Background: an optimization exercise with open tools, aiming at small area, a short achievable clock period and few clock cycles. Do not read the settings as production practice. The RTL was checked by simulation tests, not by an equivalence proof against the original design. Power and IR drop assume default switching activity.

== build 46 ==
==> flow/design.v (excerpt) <==
module stcp_compress (
    input  wire       clk,
    input  wire       rst,           
    input  wire       cmd_valid,
    output wire       cmd_ready,
    input  wire [1:0] cmd_op,        
    input  wire [1:0] cmd_plane,
    input  wire [1:0] cmd_mode,      
    input  wire [5:0] cmd_len,
    input  wire       in_valid,
    output reg        in_ready,
    input  wire [7:0] in_data,
    output wire       out_valid,
    input  wire       out_ready,
    output wire [7:0] out_data,
    output wire       res_valid,
    output wire [2:0] res_kind,
    output wire [5:0] res_len,
    output wire [7:0] res_dsize,
    output wire [7:0] res_psize,
    output wire       res_degraded,
    output wire       res_err,
    output wire       act_method
);
For scale: ~1200 flip-flops, roughly 65 I/O pins, roughly 36000 um2 of cells after synthesis.
make LEC_CHECK=0 CAP_MARGIN=20 CORE_MARGIN=2 CORE_UTILIZATION=75 CTS_CLUSTER_DIAMETER=100 CTS_CLUSTER_SIZE=30 SETUP_SLACK_MARGIN=5 SLEW_MARGIN=20 finish   # period 8.5 ns
run.sh (not shown) runs the stock make flow with config.mk's settings and CLKGATE_MAP_FILE= SYNTH_SCRIPT=/design/flow/synth_recipe.tcl, a recipe that flattens the netlist after the stock synthesis.
Testbench counts of build 46, summed over its fixed seeds: cycles 123,060.
The following lists how build 58 was set up differently from build 46:
- swapping 75 for 65 in CORE_UTILIZATION
Findings:
[build 58] total power consumption of the routed design fell about 1.6% relative to build 46. The flow did not stop early for build 58: all stages ran, and the layout cleared the timing, design-rule and antenna checks. Against build 46, build 58 comes in about 17% lower on routed wire length. Compared with build 46, cell count in build 58 increased slightly. The highest-delay cell along the critical path comes out clkdlybuf4s50_1 in one run and or3b_4 in the other, namely in build 58 and build 46 respectively. Of the two values seen for critical path startpoint, r_done was produced by build 58 and o_ptl[0] by build 46.
Inputs modified between build 58 and build 97:
==> flow/flow/run.sh (new file) <==
#!/bin/bash
set -euo pipefail
sed 's/SETUP_SLACK_MARGIN=[^ ]*/SETUP_SLACK_MARGIN=5.4/' standard.sh > standard_m.sh
bash standard_m.sh > flow_make.log 2>&1
==> flow/standard.sh (new file) <==
#!/bin/bash
# synth_recipe.tcl (not shown) runs the flow's synth.tcl, then flattens the netlist and writes it again
# the make line also repeats each setting of config.mk as NAME=value (left out here)
make -C /OpenROAD-flow-scripts/flow DESIGN_CONFIG=/design/flow/config.mk WORK_HOME=/design/flow/orfs CLKGATE_MAP_FILE= SYNTH_SCRIPT=/design/flow/synth_recipe.tcl "${@:-finish}"
removed: flow/run.sh
## What came out
Every run (build 58 and build 97) finished clean. Comparing build 58 with build 97, the height of the die came out essentially unchanged. Looking at via count, build 97 sits 1007 above build 58. Of build 58 and build 97, the higher synthesis-to-layout area growth belongs to build 97. Post-synthesis share of cell area spent on and, or, nand and nor gates: build 58 vs build 97 identical. Build 97 vs build 58: post-layout total power up in build 97. Between build 58 and build 97, the worst-margin pin slew is higher for build 58. Build 97 vs. build 58: final cell count went up by 98. r0[19] as the worst setup path endpoint was reported by build 97, and res_valid by build 58. Delta (build 97 minus build 58): overall routed net length picked up an extra about 12%; global-route usage went up. Fraction of standard cell area that is sequential down 2.3 points in build 97 wrt build 58.

* * *

job 9165:
Another version of the RTL of stcp_compress (not shown whole).
Size in the first run: roughly 2900 cells after synthesis, roughly 65 I/O pins.
Design stcp_compress, start of the top module:
module stcp_compress (
    input  wire       clk,
    input  wire       rst,           
    input  wire       cmd_valid,
    output wire       cmd_ready,
    input  wire [1:0] cmd_op,        
    input  wire [1:0] cmd_plane,
    input  wire [1:0] cmd_mode,      
    input  wire [5:0] cmd_len,
    input  wire       in_valid,
    output reg        in_ready,
    input  wire [7:0] in_data,
    output wire       out_valid,
    input  wire       out_ready,
    output wire [7:0] out_data,
    output wire       res_valid,
    output wire [2:0] res_kind,
    output wire [5:0] res_len,
    output wire [7:0] res_dsize,
    output wire [7:0] res_psize,
    output wire       res_degraded,
    output wire       res_err,
    output wire       act_method
);
Settings: LEC_CHECK=0, CAP_MARGIN=20, CORE_MARGIN=2, CORE_UTILIZATION=65, SETUP_SLACK_MARGIN=5, SLEW_MARGIN=20; clock period 8.5 ns.
Stock flow here: none of the scripts above is used.
Testbench counts of job 9165, summed over its fixed seeds: cycles 123,060.
Input-level comparison between job 5712 and job 9165:
- CTS_CLUSTER_SIZE newly set to 30
- CTS_CLUSTER_DIAMETER newly set to 100
Results
Re number of buffers other than clock buffers in the final layout: job 5712 is 1 down on job 9165.
Compared with job 9165, job 5712 improves cell area.
Diff job 9165 -> job 5712: post-synthesis to final-layout area growth fell 6.2 points, switching part of the total went down.
[inputs] job 5838 vs job 5712
- CTS_CLUSTER_SIZE: 30 -> unset
- CTS_CLUSTER_DIAMETER: 100 -> unset
==> flow/flow/run.sh (new file) <==
#!/bin/bash
set -euo pipefail
sed 's/SETUP_SLACK_MARGIN=[^ ]*/SETUP_SLACK_MARGIN=5.3/' standard.sh > standard_m.sh
bash standard_m.sh > flow_make.log 2>&1
==> flow/standard.sh (new file) <==
#!/bin/bash
# synth_recipe.tcl (not shown) runs the flow's synth.tcl, then flattens the netlist and writes it again
# the make line also repeats each setting of config.mk as NAME=value (left out here)
make -C /OpenROAD-flow-scripts/flow DESIGN_CONFIG=/design/flow/config.mk WORK_HOME=/design/flow/orfs CLKGATE_MAP_FILE= SYNTH_SCRIPT=/design/flow/synth_recipe.tcl "${@:-finish}"
removed: flow/run.sh
### Flow results
Job 5712: all stages complete, timing, DRC and antenna checks passed
Job 5838: PASS, flow complete, no timing, DRC or antenna violations
Note that the cell area after layout recorded for job 5712 amounts to 0.913 times the value seen in job 5838.
Job 5712 → job 5838: share of post-route cells with drive strength above 1 now sits higher; count of clock buffers in the final design now sits higher; power dissipated in combinational cells now sits higher; clock input transition at the sequential cells of the worst setup and hold paths now sits lower; area added between synthesis and finish now sits higher.
On number of fill cells, the lower figure sits with job 5838, not job 5712.
Compared with job 5712, job 5838 shows post-route non-filler standard cell count that has gone up by a few percent.
Setup slack: higher on job 5712

* * *

rev 12:
Another version of the RTL of stcp_compress (not shown whole).
For scale: ~2900 cells after synthesis, about 1200 flip-flops, roughly 0.036 sq mm of cells after synthesis.
clock: 8.5 ns
lec_check: 0
cap_margin: 20
core_margin: 2
core_utilization: 65
cts_cluster_diameter: 100
cts_cluster_size: 25
setup_slack_margin: 5
slew_margin: 20
Stock flow here: none of the scripts above is used.
Rev 12 finished end to end and its layout was clean on timing, DRC and antenna.
Testbench counts of rev 12, summed over its fixed seeds: cycles 123,060.
For rev 13, these inputs were changed with respect to rev 12:
==> flow/flow/run.sh (new file) <==
#!/bin/bash
set -euo pipefail
sed 's/SETUP_SLACK_MARGIN=[^ ]*/SETUP_SLACK_MARGIN=5.4/' standard.sh > standard_m.sh
bash standard_m.sh > flow_make.log 2>&1
==> flow/standard.sh (new file) <==
#!/bin/bash
# synth_recipe.tcl (not shown) runs the flow's synth.tcl, then flattens the netlist and writes it again
# the make line also repeats each setting of config.mk as NAME=value (left out here)
make -C /OpenROAD-flow-scripts/flow DESIGN_CONFIG=/design/flow/config.mk WORK_HOME=/design/flow/orfs CLKGATE_MAP_FILE= SYNTH_SCRIPT=/design/flow/synth_recipe.tcl "${@:-finish}"
removed: flow/run.sh
Notes after the runs:
Rev 13 against rev 12: non-filler instance count after layout now sits higher, register area roughly the same, first-pass GRT wire length decreased by 800 microns relative to the old numbers, via count held steady. Critical path data arrival time came out lower on rev 13 than on rev 12. Taking rev 12 as the reference, in rev 13 critical path depth barely changed, combinational group share of total power barely changed, overall routed net length dropped 1.0%. On switching power share of the total, rev 13 tracks rev 12 almost exactly.

* * *

Another version of the RTL of stcp_compress (not shown whole).
Size in the first run: roughly 3100 cells after synthesis, roughly 1200 flip-flops, roughly 65 I/O pins, ~37000 µm² of cells after synthesis.
clock: 8.5 ns
lec_check: 0
cap_margin: 20
core_margin: 2
core_utilization: 40
slew_margin: 20
Stock flow here: none of the scripts above is used.
Testbench counts at the start, summed over its fixed seeds: cycles 123,028.
==> next run, changes <==
--- a/flow/config.mk
+++ b/flow/config.mk
@@ -8,4 +8,5 @@
 export CAP_MARGIN = 20
 export CORE_MARGIN = 2
-export CORE_UTILIZATION = 40
+export CORE_UTILIZATION = 65
+export SETUP_SLACK_MARGIN = 5
 export SLEW_MARGIN = 20
After rerunning: Routed wire length climbs by about 25%. Non-clock buffer count came out higher by 91. Via count is higher by about 10%. Clock-buffer cell count is lower by 11. Clock skew stays flat. Final area rose by 3.9%.

* * *

stcp_compress with an RTL version that a note above also has.
Size: about 1200 flip-flops, about 65 I/O pins, about 0.036 mm² of cells after synthesis.
// stcp_compress
module stcp_compress (
    input  wire       clk,
    input  wire       rst,           
    input  wire       cmd_valid,
    output wire       cmd_ready,
    input  wire [1:0] cmd_op,        
    input  wire [1:0] cmd_plane,
    input  wire [1:0] cmd_mode,      
    input  wire [5:0] cmd_len,
    input  wire       in_valid,
    output reg        in_ready,
    input  wire [7:0] in_data,
    output wire       out_valid,
    input  wire       out_ready,
    output wire [7:0] out_data,
    output wire       res_valid,
    output wire [2:0] res_kind,
    output wire [5:0] res_len,
    output wire [7:0] res_dsize,
    output wire [7:0] res_psize,
    output wire       res_degraded,
    output wire       res_err,
    output wire       act_method
);
Settings: LEC_CHECK=0, CAP_MARGIN=20, CORE_MARGIN=2, CORE_UTILIZATION=65, CTS_CLUSTER_DIAMETER=100, CTS_CLUSTER_SIZE=25, SETUP_SLACK_MARGIN=5, SLEW_MARGIN=20; clock period 8.5 ns.
standard.sh (not shown) runs the stock make flow with config.mk's settings and CLKGATE_MAP_FILE= SYNTH_SCRIPT=/design/flow/synth_recipe.tcl, a recipe that flattens the netlist after the stock synthesis.
==> flow/flow/run.sh <==
#!/bin/bash
set -euo pipefail
sed 's/SETUP_SLACK_MARGIN=[^ ]*/SETUP_SLACK_MARGIN=5.5/' standard.sh > standard_m.sh
bash standard_m.sh > flow_make.log 2>&1
Testbench counts at the start, summed over its fixed seeds: cycles 123,060.
Then changed:
==> flow/run.sh (new file) <==
#!/bin/bash
# synth_recipe.tcl (not shown) runs the flow's synth.tcl, then flattens the netlist and writes it again
# the make line also repeats each setting of config.mk as NAME=value (left out here)
make -C /OpenROAD-flow-scripts/flow DESIGN_CONFIG=/design/flow/config.mk WORK_HOME=/design/flow/orfs CLKGATE_MAP_FILE= SYNTH_SCRIPT=/design/flow/synth_recipe.tcl finish
- CTS_CLUSTER_SIZE: 25 -> 30
removed: flow/flow/run.sh
removed: flow/standard.sh
Routed wire length drops by 10%.
Die area stays the same.
Utilization shrinks by 3.2 points.
Sequential share of layout area went up by 2.8 points.

* * *

Another version of the RTL of stcp_compress (not shown whole).
For scale: ~3000 cells after synthesis, roughly 1200 flip-flops, roughly 65 I/O pins, roughly 37000 um^2 of cells after synthesis.
clock: 8.5 ns
lec_check: 0
cap_margin: 20
core_margin: 2
core_utilization: 65
cts_buf_list: sky130_fd_sc_hd__clkbuf_8
setup_slack_margin: 5
slew_margin: 20
run.sh (not shown) runs the stock make flow with config.mk's settings and CLKGATE_MAP_FILE= SYNTH_SCRIPT=/design/flow/synth_recipe.tcl, a recipe that flattens the netlist after the stock synthesis.
Stock flow here: none of the scripts above is used.
Testbench counts at the start, summed over its fixed seeds: cycles 123,060.
Next try:
- CTS_BUF_LIST: sky130_fd_sc_hd__clkbuf_8 -> default
Fmax falls by 0.42%.
Sequential power stays flat.
Design area falls by 0.37%.
Hold slack loses 0.011 ns.
Routed wire length is higher by 3.0%.
Area after synthesis stays the same.

* * *

Another version of the RTL of stcp_compress (not shown whole).
Size in the first run: about 3,000 cells after synthesis, roughly 1,200 flip-flops, about 65 I/O pins.
Design stcp_compress, start of the top module:
module stcp_compress (
    input  wire       clk,
    input  wire       rst,           
    input  wire       cmd_valid,
    output wire       cmd_ready,
    input  wire [1:0] cmd_op,        
    input  wire [1:0] cmd_plane,
    input  wire [1:0] cmd_mode,      
    input  wire [5:0] cmd_len,
    input  wire       in_valid,
    output reg        in_ready,
    input  wire [7:0] in_data,
    output wire       out_valid,
    input  wire       out_ready,
    output wire [7:0] out_data,
    output wire       res_valid,
    output wire [2:0] res_kind,
    output wire [5:0] res_len,
    output wire [7:0] res_dsize,
    output wire [7:0] res_psize,
    output wire       res_degraded,
    output wire       res_err,
    output wire       act_method
);
export LEC_CHECK = 0
export CAP_MARGIN = 20
export CORE_MARGIN = 2
export CORE_UTILIZATION = 65
export SETUP_SLACK_MARGIN = 3.5
export SLEW_MARGIN = 20
create_clock -name core_clock -period 8.5 [get_ports {clk}]
Testbench counts at the start, summed over its fixed seeds: cycles 123,028.
Rerun with:
CORE_UTILIZATION = 40   (was 65)
SETUP_SLACK_MARGIN = unset   (was 3.5)
Result: The changed run produced a clean layout; routed wire length came out lower by roughly a tenth; utilization fell by 29 points; final area grows slightly; total power increases slightly.

* * *

the reference run:
stcp_compress, a different RTL version from the one above (not shown whole).
Size in the first run: roughly 2,900 cells after synthesis, roughly 1,200 flip-flops, ~65 I/O pins, ~0.036 sq mm of cells after synthesis.
==> flow/design.v (excerpt) <==
module stcp_compress (
    input  wire       clk,
    input  wire       rst,           
    input  wire       cmd_valid,
    output wire       cmd_ready,
    input  wire [1:0] cmd_op,        
    input  wire [1:0] cmd_plane,
    input  wire [1:0] cmd_mode,      
    input  wire [5:0] cmd_len,
    input  wire       in_valid,
    output reg        in_ready,
    input  wire [7:0] in_data,
    output wire       out_valid,
    input  wire       out_ready,
    output wire [7:0] out_data,
    output wire       res_valid,
    output wire [2:0] res_kind,
    output wire [5:0] res_len,
    output wire [7:0] res_dsize,
    output wire [7:0] res_psize,
    output wire       res_degraded,
    output wire       res_err,
    output wire       act_method
);
==> flow/config.mk <==
export PLATFORM = sky130hd
export DESIGN_NAME = stcp_compress
export DESIGN_NICKNAME = stcp_compress
export VERILOG_FILES = /design/flow/design.v
export SDC_FILE = /design/flow/constraint.sdc
export NUM_CORES = 4
export LEC_CHECK = 0
export CAP_MARGIN = 20
export CORE_MARGIN = 2
export CORE_UTILIZATION = 65
export CTS_CLUSTER_DIAMETER = 100
export CTS_CLUSTER_SIZE = 30
export SETUP_SLACK_MARGIN = 5
export SLEW_MARGIN = 20
==> flow/constraint.sdc <==
create_clock -name core_clock -period 8.5 [get_ports {clk}]
set_input_delay 1.7000 -clock core_clock [delete_from_list [all_inputs] [get_ports {clk}]]
set_output_delay 1.7000 -clock core_clock [all_outputs]
set_load 0.01 [all_outputs]
Testbench counts of the reference run, summed over its fixed seeds: cycles 123,060.
The following lists how the trial run was set up differently from the reference run:
==> flow/flow/run.sh (new file) <==
#!/bin/bash
set -euo pipefail
sed 's/SETUP_SLACK_MARGIN=[^ ]*/SETUP_SLACK_MARGIN=5.4/' standard.sh > standard_m.sh
bash standard_m.sh > flow_make.log 2>&1
==> flow/standard.sh (new file) <==
#!/bin/bash
# synth_recipe.tcl (not shown) runs the flow's synth.tcl, then flattens the netlist and writes it again
# the make line also repeats each setting of config.mk as NAME=value (left out here)
make -C /OpenROAD-flow-scripts/flow DESIGN_CONFIG=/design/flow/config.mk WORK_HOME=/design/flow/orfs CLKGATE_MAP_FILE= SYNTH_SCRIPT=/design/flow/synth_recipe.tcl "${@:-finish}"
removed: flow/run.sh
Findings:
Looking at final critical-path setup slack across the reference run and the trial run, the one that comes out lower is the reference run. Against the reference run as the reference, the trial run delivers a lower final-layout fill cell count. Compared with the reference run, the trial run shows a average vias per placed instance that is about 0.6% lower. Slowest cell on the critical path: sky130_fd_sc_hd__fa_2 -> the trial run, sky130_fd_sc_hd__or4b_4 -> the reference run. The trial run against the reference run: power share of the combinational group went up by 0.2 points; switching part of the total power +0.43 points; via count of the first global-routing pass higher.

## re-timing with driven ports
How much do the figures lean on ideal ports? The routed layouts below were timed once more, with nothing changed but the port constraints.
Step 1, drivers: a clkbuf_16 drives clk and a buf_2 each remaining input, both assumed.
Step 2, shift: input delay + t, output delay - t, t = (earliest + latest rising clock arrival at the registers) / 2. This alone moves slack from input paths to output paths.
Three values: ideal ports, drivers, drivers and shift; two values: the first two.
run | shift t [ns] | setup slack, ns | slew at the worst register clock pin (ns)
build 46 | 0.680 | 5.026 / 5.026 / 4.507 | 0.12 / 0.12
build 58 | 0.665 | 5.052 / 4.992 / 4.456 | 0.12 / 0.12
build 97 | 0.669 | 5.375 / 5.363 / 4.866 | 0.12 / 0.12
job 9165 | 0.724 | 5.070 / 5.032 / 4.493 | 0.07 / 0.07
job 5712 | 0.692 | 5.103 / 5.038 / 4.528 | 0.12 / 0.12
job 5838 | 0.736 | 5.058 / 5.058 / 4.589 | 0.09 / 0.09
rev 12 | 0.691 | 5.028 / 4.964 / 4.434 | 0.11 / 0.11
rev 13 | 0.700 | 5.422 / 5.357 / 4.833 | 0.10 / 0.10
the first run of note 4 | 0.731 | 3.086 / 3.121 / 2.390 | 0.07 / 0.07
the second run of note 4 | 0.721 | 4.172 / 4.193 / 3.472 | 0.07 / 0.07
the first run of note 5 | 0.710 | 5.438 / 5.378 / 4.849 | 0.11 / 0.11
the second run of note 5 | 0.690 | 5.007 / 4.942 / 4.461 | 0.12 / 0.12
the first run of note 6 | 0.879 | 5.062 / 5.001 / 4.359 | 0.07 / 0.07
the second run of note 6 | 0.714 | 5.048 / 4.994 / 4.371 | 0.08 / 0.08
the first run of note 7 | 0.720 | 3.574 / 3.574 / 2.994 | 0.07 / 0.07
the second run of note 7 | 0.718 | 1.940 / 1.940 / 1.940 | 0.07 / 0.07
the reference run | 0.678 | 4.976 / 4.976 / 4.532 | 0.12 / 0.12
the trial run | 0.691 | 5.243 / 5.243 / 4.921 | 0.12 / 0.12
After both steps setup and hold are still met in every run listed. The setup slack of the first run of note 6, which loses most, moves by -0.061 ns with the drivers and by -0.703 ns with both steps.
